This is an optimization exercise on Yosys and OpenROAD, whose aim is small area and a short achievable clock period, not a production implementation. The RTL was checked by simulation tests, not by an equivalence proof against the original design. Power figures rest on the tool's default switching activity, not on a simulated workload.

Setup of the reference run:
// xfold_engine
module xfold_engine (
    input             clk,
    input             rst,
    input             cmd_valid,
    input      [31:0] cmd,
    input             sink_ready,
    output            resp_valid,
    output            resp_ill,
    output     [31:0] resp,
    output            txo_valid,
    output     [7:0]  txo_data,
    output            txo_final
);
clock: 10.0 ns
lec_check: 0
cap_margin: 20
core_margin: 2
core_utilization: 40
setup_slack_margin: 4
slew_margin: 20
synth_hierarchical: 1
tns_end_percent: 0
run.sh (not shown) runs the stock make flow with config.mk's settings and CLKGATE_MAP_FILE= SYNTH_SCRIPT=/design/flow/synth_recipe.tcl, a recipe that flattens the netlist after the stock synthesis.
Looking at the reports, the reference run completed the entire flow and the layout it produced met the timing, design-rule and antenna checks.
### the reference run -> the trial run
Settings: TNS_END_PERCENT no longer set, was 0.
### Flow results
Wire length after detailed routing for the trial run is higher than for the reference run.
Diff the trial run..the reference run | compound-gate portion of the synthesized area | unchanged
Delta (the trial run minus the reference run): clock network power about even, shortest clock period the worst path allows after layout fell 0.17 ns, fraction of standard cell area in multi-input logic fell 0.25 points, buffering overhead rose 2.2 points.
Changes observed in the trial run relative to the reference run: area growth from synthesis to final layout rose by 4.4 points, total via count in the routed design rose by 1574.


Another version of the RTL of xfold_engine (not shown whole).
Size: ~4600 cells after synthesis, ~80 I/O pins, about 0.049 sq mm of cells after synthesis.
Settings: LEC_CHECK=0, CAP_MARGIN=20, CORE_MARGIN=2, CORE_UTILIZATION=40, SETUP_SLACK_MARGIN=4, SLEW_MARGIN=20, SYNTH_HIERARCHICAL=1, TNS_END_PERCENT=0; clock period 10.0 ns.
standard.sh (not shown) runs the stock make flow with config.mk's settings and CLKGATE_MAP_FILE= SYNTH_SCRIPT=/design/flow/synth_recipe.tcl, a recipe that flattens the netlist after the stock synthesis.
==> flow/flow/run.sh <==
#!/bin/bash
# The standard layout, with two changes to how it is made:
#  - the port buffers that placement inserts are sky130_fd_sc_hd__buf_4 cells
#    (every input and output port still gets its own buffer), and
#  - timing repair may swap a cell for one with a different footprint.
# Synthesis is the standard one, run unchanged.
set -euo pipefail
bash standard.sh synth > synth.log 2>&1
bash standard.sh BUFFER_PORTS_ARGS="-buffer_cell sky130_fd_sc_hd__buf_4" MATCH_CELL_FOOTPRINT=0 finish > layout.log 2>&1
Rerun with:
- CORE_UTILIZATION: 40 -> 55
- CTS_BUF_LIST: unset -> sky130_fd_sc_hd__clkbuf_8
- CTS_CLUSTER_DIAMETER: unset -> 50
- CTS_CLUSTER_SIZE: unset -> 12
Utilization goes up by 15 points.
Wire length goes down by 5.3%.
Sequential power hardly moves.
Setup slack loses 0.014 ns.
Rerun with:
- CORE_UTILIZATION: 55 -> 40
- CTS_BUF_LIST: sky130_fd_sc_hd__clkbuf_8 -> unset
- CTS_CLUSTER_DIAMETER: 50 -> unset
- CTS_CLUSTER_SIZE: 12 -> unset
- SETUP_SLACK_MARGIN: 4 -> 5
Effect:
- final area rose by 3.3%
- wire length rose by 5.4%
- core utilization fell by 16 points
Rerun with:
- CTS_BUF_LIST: unset -> sky130_fd_sc_hd__clkbuf_8
- CTS_CLUSTER_DIAMETER: unset -> 50
- CTS_CLUSTER_SIZE: unset -> 12
- SETUP_SLACK_MARGIN: 5 -> 4
Result:
- flip-flop and latch count is unchanged
- final cell count came out higher by 0.86%
- register-to-register slack is worse by 0.53 ns
- synthesized area is unchanged
- wire length goes down by 0.40%
- via count went down by 0.45%
- worst hold slack improved by 0.0041 ns
- global-route usage hardly moves


xfold_engine again, from the RTL that the note above started with.
==> flow/design.v (excerpt) <==
module xfold_engine (
    input             clk,
    input             rst,
    input             cmd_valid,
    input      [31:0] cmd,
    input             sink_ready,
    output            resp_valid,
    output            resp_ill,
    output     [31:0] resp,
    output            txo_valid,
    output     [7:0]  txo_data,
    output            txo_final
);
export LEC_CHECK = 0
export CAP_MARGIN = 20
export CORE_MARGIN = 2
export CORE_UTILIZATION = 40
export CTS_BUF_LIST = sky130_fd_sc_hd__clkbuf_8
export CTS_CLUSTER_DIAMETER = 60
export CTS_CLUSTER_SIZE = 16
export SETUP_SLACK_MARGIN = 4
export SLEW_MARGIN = 20
export SYNTH_HIERARCHICAL = 1
export TNS_END_PERCENT = 0
create_clock -name core_clock -period 10.0 [get_ports {clk}]
Scripts as last shown in full above: flow/flow/run.sh
The first run completed without violations.
Then changed:
--- a/flow/config.mk
+++ b/flow/config.mk
@@ -10 +10 @@
-export CORE_UTILIZATION = 40
+export CORE_UTILIZATION = 50
@@ -12,2 +12,2 @@
-export CTS_CLUSTER_DIAMETER = 60
-export CTS_CLUSTER_SIZE = 16
+export CTS_CLUSTER_DIAMETER = 50
+export CTS_CLUSTER_SIZE = 12
What happened: Maximum frequency is higher by 1.4%. Global-route usage rises by 7.1 points. Total power increases by 5.2%. Register-to-register slack gains 0.50 ns. Setup slack is better by 0.091 ns. Synthesized area stays the same. Flip-flop and latch count is unchanged.

-- separate check: timing with driven ports --
Ports are ideal in the flow. The routed layouts listed here were re-timed in OpenROAD. Step 1 assumes that a clkbuf_16 drives the clock port and a buf_2 every other input. Step 2 also shifts input and output timing later by t, the mid clock arrival at the registers, as if the neighbouring blocks saw the same clock. Three values: ideal ports, drivers, drivers and shift; two values: the first two.
run	t (ns)	slack for setup (ns)	worst data-port slew with drivers (ns)	cell pins on the clock port's net
the reference run	0.857	2.917 / 2.803 / 1.946	0.19	1
the trial run	0.847	3.083 / 2.816 / 2.039	0.32	1
the first run of note 2	0.830	3.481 / 3.395 / 2.717	0.08	1
the second run of note 2	0.929	3.467 / 3.428 / 2.557	0.08	1
the third run of note 2	0.831	3.252 / 3.030 / 2.725	0.29	1
the fourth run of note 2	0.965	3.454 / 3.416 / 2.654	0.07	1
the first run of note 3	0.896	3.398 / 3.369 / 2.673	0.08	1
the second run of note 3	0.901	3.489 / 3.306 / 2.698	0.21	1
After both steps every run listed still meets setup and hold. For the trial run, which loses most, drivers alone change the setup slack by -0.267 ns; drivers and shift together by -1.044 ns.
